Background: an optimization exercise with open tools, aiming at small area. Do not read the settings as production practice. In this exercise RTL edits were held to simulation tests only and were not proved equivalent to the original. Power is estimated from default activity; no workload was simulated.

==> job 8020 <==
==> flow/design.v (excerpt) <==
module mbf_engine #(
    parameter NCH   = 3,
    parameter T_IFD = 8      
) (
    input  wire        clk,
    input  wire        rst,
    input  wire        wr_en,
    input  wire [11:0] wr_addr,
    input  wire [31:0] wr_data,
    input  wire        cmd_valid,
    output wire        cmd_ready,
    input  wire [31:0] cmd_word,
    input  wire [15:0] cmd_arg0,
    input  wire [15:0] cmd_arg1,
    output reg         cmd_done,
    output wire [3:0]  cmd_result,
    output wire        cmd_tid_valid,
    output wire [15:0] cmd_tid,
    input  wire        tick,
    input  wire        wm_valid,
    output wire        wm_ready,
    input  wire [15:0] wm_data,
    output wire        tx_valid,
    input  wire        tx_ready,
    output wire [7:0]  tx_data,
    output wire        tx_last,
    output wire [1:0]  tx_ch,
    input  wire        rx_valid,
    input  wire [7:0]  rx_data,
    input  wire        rx_last,
    input  wire        rx_err,
    input  wire        rx_err_io,
    output wire        open_req,
    output wire [1:0]  open_ch,
    output wire        open_kind,
    input  wire        open_ans_valid,
    input  wire [1:0]  open_ans,
    output reg         close_req,
    output wire [1:0]  close_ch,
    output reg         ev_valid,
    output wire [1:0]  ev_ch,
    output wire [3:0]  ev_outcome,
    output wire [15:0] ev_tid,
    output reg         ev_rsp_valid,
    output wire [7:0]  ev_rsp_unit,
    output wire [7:0]  ev_rsp_fc,
    output wire [15:0] ev_rsp_value,
    output wire [7:0]  ev_rsp_exc,
    output wire        busy,
    output reg         overrun,
    output reg         fatal,
    output reg         enable,
    output reg         mbx_valid,
    output wire [5:0]  ch_state
);
Settings: LEC_CHECK=0, CAP_MARGIN=10, CORE_MARGIN=2, CORE_UTILIZATION=75, GPL_TIMING_DRIVEN=0, PLACE_DENSITY=0.85, SLEW_MARGIN=10, BUFFER_PORTS_ARGS=-buffer_cell sky130_fd_sc_hd__buf_1, CTS_ARGS=-sink_clustering_enable -repair_clock_nets -dont_use_dummy_load -buf_list sky130_fd_sc_hd__clkbuf_8 -sink_clustering_size 16 -sink_clustering_max_diameter 60; clock period 10.0 ns.
standard.sh (not shown) runs the stock make flow with config.mk's settings and CLKGATE_MAP_FILE= SYNTH_SCRIPT=/design/flow/synth_recipe.tcl, a recipe that flattens the netlist after the stock synthesis.
==> flow/flow/run.sh <==
#!/bin/bash
# Standard ORFS layout (the standard.sh, synthesis unchanged) with two
# layout choices: the port buffers use the smallest buffer, and clock tree
# synthesis uses clkbuf_8 with larger sink clusters and no dummy loads.
set -euo pipefail
cat >> config.mk <<'EOC'
export BUFFER_PORTS_ARGS = -buffer_cell sky130_fd_sc_hd__buf_1
export CTS_ARGS = -sink_clustering_enable -repair_clock_nets -dont_use_dummy_load -buf_list sky130_fd_sc_hd__clkbuf_8 -sink_clustering_size 16 -sink_clustering_max_diameter 60
EOC
bash standard.sh finish > flow_make.log 2>&1
==> job 3213 (differences from job 8020) <==
--- a/flow/design.v
+++ b/flow/design.v
@@ -97,12 +97,11 @@
     reg        tick_pend;
     reg [3:0]  state;
     reg [3:0]  op;            
     reg [3:0]  res;           
     reg [1:0]  step;
-    reg [2:0]  choh;          
-    wire [1:0] ch = {choh[2], choh[1]};
+    reg [1:0]  ch;
     reg [15:0] f_addr;        
     reg [15:0] f_arg;         
     localparam IW = (T_IFD > 16) ? 16 : 4;
     reg [IW-1:0] idx;         
     wire       tid_ok = f_addr[11];
@@ -118,20 +117,22 @@
         for (gc = 0; gc < NCH; gc = gc + 1) begin : g_st
             assign ch_state[2*gc +: 2] = cstate[gc];
         end
     endgenerate
     wire in_cyc = op[3];
-    wire [2:0] evoh = (state == S_CYCCH || state == S_CYCEND) ?
-                      {choh[0], choh[2], choh[1]} : choh;
-    wire [1:0] evch = {evoh[2], evoh[1]};
-    wire [15:0] tid_m = ({16{evoh[0]}} & tid[0]) | ({16{evoh[1]}} & tid[1]) |
-                        ({16{evoh[2]}} & tid[2]);
-    wire [7:0] unit_c = ({8{choh[0]}} & unit_id[0]) | ({8{choh[1]}} & unit_id[1]) |
-                        ({8{choh[2]}} & unit_id[2]);
-    wire       kind_c = (choh[0] & kind[0]) | (choh[1] & kind[1]) | (choh[2] & kind[2]);
-    wire [1:0] cst_c  = ({2{choh[0]}} & cstate[0]) | ({2{choh[1]}} & cstate[1]) |
-                        ({2{choh[2]}} & cstate[2]);
+    wire [1:0] evch = (state == S_CYCCH || state == S_CYCEND) ? ch - 2'd1 : ch;
+    reg [15:0] tid_m;
+    always @(*) begin
+        case (evch)
+            2'd0:    tid_m = tid[0];
+            2'd1:    tid_m = tid[1];
+            default: tid_m = tid[2];
+        endcase
+    end
+    wire [7:0] unit_c = unit_id[ch];
+    wire       kind_c = kind[ch];
+    wire [1:0] cst_c  = cstate[ch];
     assign open_req  = (state == S_OPEN);
     assign open_ch   = ch;
     assign open_kind = kind_c;
     assign close_ch  = ch;
     assign tx_ch     = ch;
@@ -259,11 +260,11 @@
     generate
         for (gc = 0; gc < NCH; gc = gc + 1) begin : g_vn
             assign vel_new[gc] = !prev_valid[gc] || mbx_vel[gc] != prev_vel[gc];
         end
     endgenerate
-    wire send_c = (cst_c == CS_READY) && |(vel_new & choh);
+    wire send_c = (cst_c == CS_READY) && vel_new[ch];
     wire take_cmd  = (state == S_IDLE) && !tick_pend && cmd_valid;
     wire start_cyc = ((state == S_IDLE) && tick_pend) ||
                      ((state == S_CHECK) && res == O_OK && op == C_CYCC);
     wire dly_end   = (state == S_DELAY) && (idx == T_IFD - 1);
     wire cyc_send  = (state == S_CYCCH) && send_c;
@@ -314,17 +315,17 @@
                         cmd_done <= 1'b1;
                         state    <= S_IDLE;
                     end else begin
                         case (op)
                             C_OPEN: begin
-                                for (i = 0; i < NCH; i = i + 1) if (choh[i]) cstate[i] <= CS_OPENING;
+                                cstate[ch] <= CS_OPENING;
                                 state      <= S_OPEN;
                             end
                             C_CLOSE: begin
                                 if (cst_c != CS_CLOSED)
                                     close_req <= 1'b1;
-                                for (i = 0; i < NCH; i = i + 1) if (choh[i]) cstate[i] <= CS_CLOSED;
+                                cstate[ch] <= CS_CLOSED;
                                 cmd_done   <= 1'b1;
                                 state      <= S_IDLE;
                             end
                             C_RD, C_WS, C_WM: begin
                                 state <= S_TX;
@@ -347,14 +348,14 @@
                 S_OPEN: begin
                     if (open_ans_valid) begin
                         cmd_done <= 1'b1;
                         state    <= S_IDLE;
                         case (open_ans)
-                            2'd0: for (i = 0; i < NCH; i = i + 1) if (choh[i]) cstate[i] <= CS_READY;
-                            2'd1: for (i = 0; i < NCH; i = i + 1) if (choh[i]) cstate[i] <= CS_FAILED;
+                            2'd0: cstate[ch] <= CS_READY;
+                            2'd1: cstate[ch] <= CS_FAILED;
                             default: begin
-                                for (i = 0; i < NCH; i = i + 1) if (choh[i]) cstate[i] <= CS_FAILED;
+                                cstate[ch] <= CS_FAILED;
                                 fatal      <= 1'b1;
                                 tick_pend  <= 1'b0;
                             end
                         endcase
                     end
@@ -377,11 +378,11 @@
                 end
                 S_DEC: begin
                     ev_valid <= 1'b1;
                     if (in_cyc) begin
                         if (step == ST_VEL)
-                            state <= choh[2] ? S_CYCEND : S_CYCCH;
+                            state <= (ch == NCH - 1) ? S_CYCEND : S_CYCCH;
                         else
                             state <= S_DELAY;
                     end else begin
                         cmd_done <= 1'b1;
                         state    <= S_IDLE;
@@ -392,11 +393,11 @@
                         state <= S_TX;
                 end
                 S_CYCCH: begin
                     if (send_c)
                         state <= S_TX;
-                    else if (choh[2])
+                    else if (ch == NCH - 1)
                         state <= S_CYCEND;
                 end
                 S_CYCEND: begin
                     if (op == C_CYCC)
                         cmd_done <= 1'b1;
@@ -425,23 +426,23 @@
                 stg_acc[i] <= wd[15:0];
                 stg_dec[i] <= wd[31:16];
             end
             if (rst || (wr_ch_hit && wr_ch == i && wr_off == 6'h1C))
                 stg_vel[i] <= wd[15:0];
-            if (rst || (ev_valid && evoh[i]))
+            if (rst || (ev_valid && evch == i))
                 tid[i] <= tid_nx;
         end
     end
     wire        sa_cmd = take_cmd;
     wire        sa_st  = start_cyc;
     wire        sa_wm  = wm_take;
     wire [NCH-1:0] sa_ra, sa_rd, sa_rv;
     generate
         for (gc = 0; gc < NCH; gc = gc + 1) begin : g_sel
-            assign sa_ra[gc] = cyc_send && choh[gc];
-            assign sa_rd[gc] = dly_end && choh[gc] && step == ST_ACC;
-            assign sa_rv[gc] = dly_end && choh[gc] && step != ST_ACC;
+            assign sa_ra[gc] = cyc_send && ch == gc;
+            assign sa_rd[gc] = dly_end && ch == gc && step == ST_ACC;
+            assign sa_rv[gc] = dly_end && ch == gc && step != ST_ACC;
         end
     endgenerate
     reg [15:0] addr_d, arg_d;
     always @(*) begin
         addr_d = ({16{sa_cmd}} & cmd_arg0) | ({16{sa_st}} & reg_acc[0]) |
@@ -485,20 +486,20 @@
     wire [15:0] arg_nx = arg_d | (arg_hold & f_arg) |
                          {{8{rc8}} & rx_data, {8{rc10}} & rx_data};
     always @(posedge clk) begin
         if (take_cmd) begin
             op <= w_cls;
-            choh <= {w_ch[1:0] == 2'd2, w_ch[1:0] == 2'd1, w_ch[1:0] == 2'd0};
+            ch <= w_ch[1:0];
         end
         if ((state == S_IDLE) && tick_pend) begin
             op <= C_CYCT;
-            choh <= 3'b001;
+            ch <= 2'd0;
         end
         if ((state == S_DEC) && in_cyc && step == ST_VEL)
-            choh <= {choh[1], choh[0], choh[2]};
+            ch <= ch + 2'd1;
         if ((state == S_CYCCH) && !send_c)
-            choh <= {choh[1], choh[0], choh[2]};
+            ch <= ch + 2'd1;
         if (take_cmd)
             res <= w_res;
         if ((state == S_OPEN) && open_ans_valid)
             res <= (open_ans == 2'd0) ? O_OK :
                    (open_ans == 2'd1) ? O_CONNERR : O_RESFAIL;
@@ -524,15 +525,15 @@
                 mbx_dec[i] <= stg_dec[i];
                 mbx_vel[i] <= stg_vel[i];
             end
         end
         if ((state == S_OPEN) && open_ans_valid && open_ans == 2'd0)
-            for (i = 0; i < NCH; i = i + 1) if (choh[i]) prev_valid[i] <= 1'b0;
+            prev_valid[ch] <= 1'b0;
         if ((state == S_DEC) && in_cyc && step == ST_VEL) begin
-            for (i = 0; i < NCH; i = i + 1) if (choh[i]) prev_valid[i] <= 1'b1;
+            prev_valid[ch] <= 1'b1;
             for (i = 0; i < NCH; i = i + 1)
-                if (choh[i])
+                if (ch == i)
                     prev_vel[i] <= mbx_vel[i];
         end
         f_addr <= addr_nx;
         f_arg  <= arg_nx;
         if ((state == S_CHECK) || (state == S_CYCCH) || dly_end || (state == S_DEC))
==> flow/flow/run.sh (replaced) <==
#!/bin/bash
# Standard ORFS layout (the standard.sh, synthesis unchanged) with two
# layout choices: the port buffers use the smallest buffer, and clock tree
# synthesis uses clkbuf_8 with larger sink clusters and no dummy loads.
set -euo pipefail
cat >> config.mk <<'EOC'
export BUFFER_PORTS_ARGS = -buffer_cell sky130_fd_sc_hd__buf_1
export CTS_ARGS = -sink_clustering_enable -repair_clock_nets -dont_use_dummy_load -buf_list sky130_fd_sc_hd__clkbuf_8 -sink_clustering_size 20 -sink_clustering_max_diameter 70
EOC
bash standard.sh finish > flow_make.log 2>&1
CAP_MARGIN = 20   (was 10)
CORE_UTILIZATION = 70   (was 75)
CTS_ARGS = -sink_clustering_enable -repair_clock_nets -dont_use_dummy_load -buf_list sky130_fd_sc_hd__clkbuf_8 -sink_clustering_size 20 -sink_clustering_max_diameter 70   (was -sink_clustering_enable -repair_clock_nets -dont_use_dummy_load -buf_list sky130_fd_sc_hd__clkbuf_8 -sink_clustering_size 16 -sink_clustering_max_diameter 60)
PLACE_DENSITY = 0.8   (was 0.85)
SLEW_MARGIN = 20   (was 10)
==> job 6783 (differences from job 8020) <==
==> flow/flow/run.sh (replaced) <==
#!/bin/bash
# Standard ORFS layout (the standard.sh, synthesis unchanged) with two
# layout choices: the port buffers use the smallest buffer, and clock tree
# synthesis uses clkbuf_8 with sized sink clusters and no dummy loads.
set -euo pipefail
cat >> config.mk <<'EOC'
export BUFFER_PORTS_ARGS = -buffer_cell sky130_fd_sc_hd__buf_1
export CTS_ARGS = -sink_clustering_enable -repair_clock_nets -dont_use_dummy_load -buf_list sky130_fd_sc_hd__clkbuf_8 -sink_clustering_size 12 -sink_clustering_max_diameter 50
EOC
bash standard.sh finish > flow_make.log 2>&1
CAP_MARGIN = 20   (was 10)
CTS_ARGS = -sink_clustering_enable -repair_clock_nets -dont_use_dummy_load -buf_list sky130_fd_sc_hd__clkbuf_8 -sink_clustering_size 12 -sink_clustering_max_diameter 50   (was -sink_clustering_enable -repair_clock_nets -dont_use_dummy_load -buf_list sky130_fd_sc_hd__clkbuf_8 -sink_clustering_size 16 -sink_clustering_max_diameter 60)
SLEW_MARGIN = 20   (was 10)
==> results.tsv <==
stage	metric	value	unit
place	dpl_worst_slack	4870	ps
power_and_ir_drop	ir_drop	0.184	mV
layout	final_nets	2459	
global_route	antenna_found_initial	5	
power_and_ir_drop	internal-power	4260	uW
layout	antenna_cells	6	
power_and_ir_drop	pwr-share-comb	9.7	%
setup_path	worst-path-buf-inv	4	
layout	seq_share	66.8	%
synth	synth_top_area_share	69.8	%
status	status	timing/DRC/antenna clean	
(the above is from job 8020)
==> results.tsv <==
stage	metric	value	unit
place	dpl_worst_slack	4830	ps
setup_path	worst-path-buf-inv	4	
synth	synth_flop_cell	edfxtp_1	
layout	nonClockBufferCount	413	
power_and_ir_drop	ir_drop	0.209	mV
synth	synth-edff-count	692	
status	status	timing/DRC/antenna clean	
timing	tightest_slew	1260	ps
layout	antenna_cells	6	
global_route	antenna_found_initial	11	
power_and_ir_drop	internal-power	4440	uW
synth	syn_area_per_cell	15.3	um2
global_route	grt_pass1_wl	148000	um
timing	setup_tns	0	ps
synth	synth_top_area_share	69.8	%
layout	final_nets	2477	
layout	seq_share	66.2	%
layout	inverters	53	
cts	cts_resized	0	
hold_path	worstHoldEndpoint	cyc_rv[2][11]$_DFFE_PN_	
setup_path	r2r_setup_slack	5230	ps
(the above is from job 6783)
==> results.tsv <==
stage	metric	value	unit
status	status	timing/DRC/antenna clean	
hold_path	worstHoldEndpoint	cyc_rv[0][1]$_DFFE_PN_	
layout	final_nets	2484	
layout	antenna_cells	5	
layout	seq_share	66.7	%
timing	timing.hold.ws	393	ps
setup_path	worst-path-buf-inv	7	
synth	synth_area_leader_cell	edfxtp_1	
synth	yosysWarnings	17	
synth	synth_area_leaders	edfxtp_1 70%, dfxtp_1 3.9%, a222oi_1 1.9%, xor2_1 1.5%, a22oi_1 1.4%	
power_and_ir_drop	internal-power	4210	uW
synth	synth_top_family_by_area	compound AO/OA/AOI/OAI gates	
power_and_ir_drop	ir_drop	0.183	mV
synth	synth_top_area_share	69.8	%
power_and_ir_drop	pwr-share-comb	9.9	%
detailed_routing	firstDrtPassIters	9	
layout	final-clk-cell-share	1.91	%
power_and_ir_drop	p_per_area	168	nW/um2
power_and_ir_drop	p_sw	1380	uW
global_route	antenna_found_initial	4	
(the above is from job 3213)

==> what the ideal ports hide <==
How much do the figures lean on ideal ports? The routed layouts below were timed once more, with nothing changed but the port constraints. Step 1: set_driving_cell puts a clkbuf_16 on clk and a buf_2 on each other input, an assumption about the parent block. Step 2 times the ports against the registers' clock, not the clock port: input delays grow and output delays shrink by t, the midpoint of the rising clock arrivals with the driver on. a / b / c = no drivers / after step 1 / after step 2; a / b = the first two.
| run | shift t [ns] | slack for setup (ns) | worst hold slack (ns) | worst setup path after step 2 |
|---|---|---|---|---|
| job 8020 | 0.748 | 3.893 / 3.834 / 4.582 | 0.400 / 0.400 / 0.400 | register to output |
| job 3213 | 0.721 | 2.634 / 2.579 / 3.299 | 0.393 / 0.393 / 0.393 | register to output |
| job 6783 | 0.720 | 3.803 / 3.745 / 4.464 | 0.385 / 0.385 / 0.385 | register to output |
After both steps every run listed still meets setup and hold.
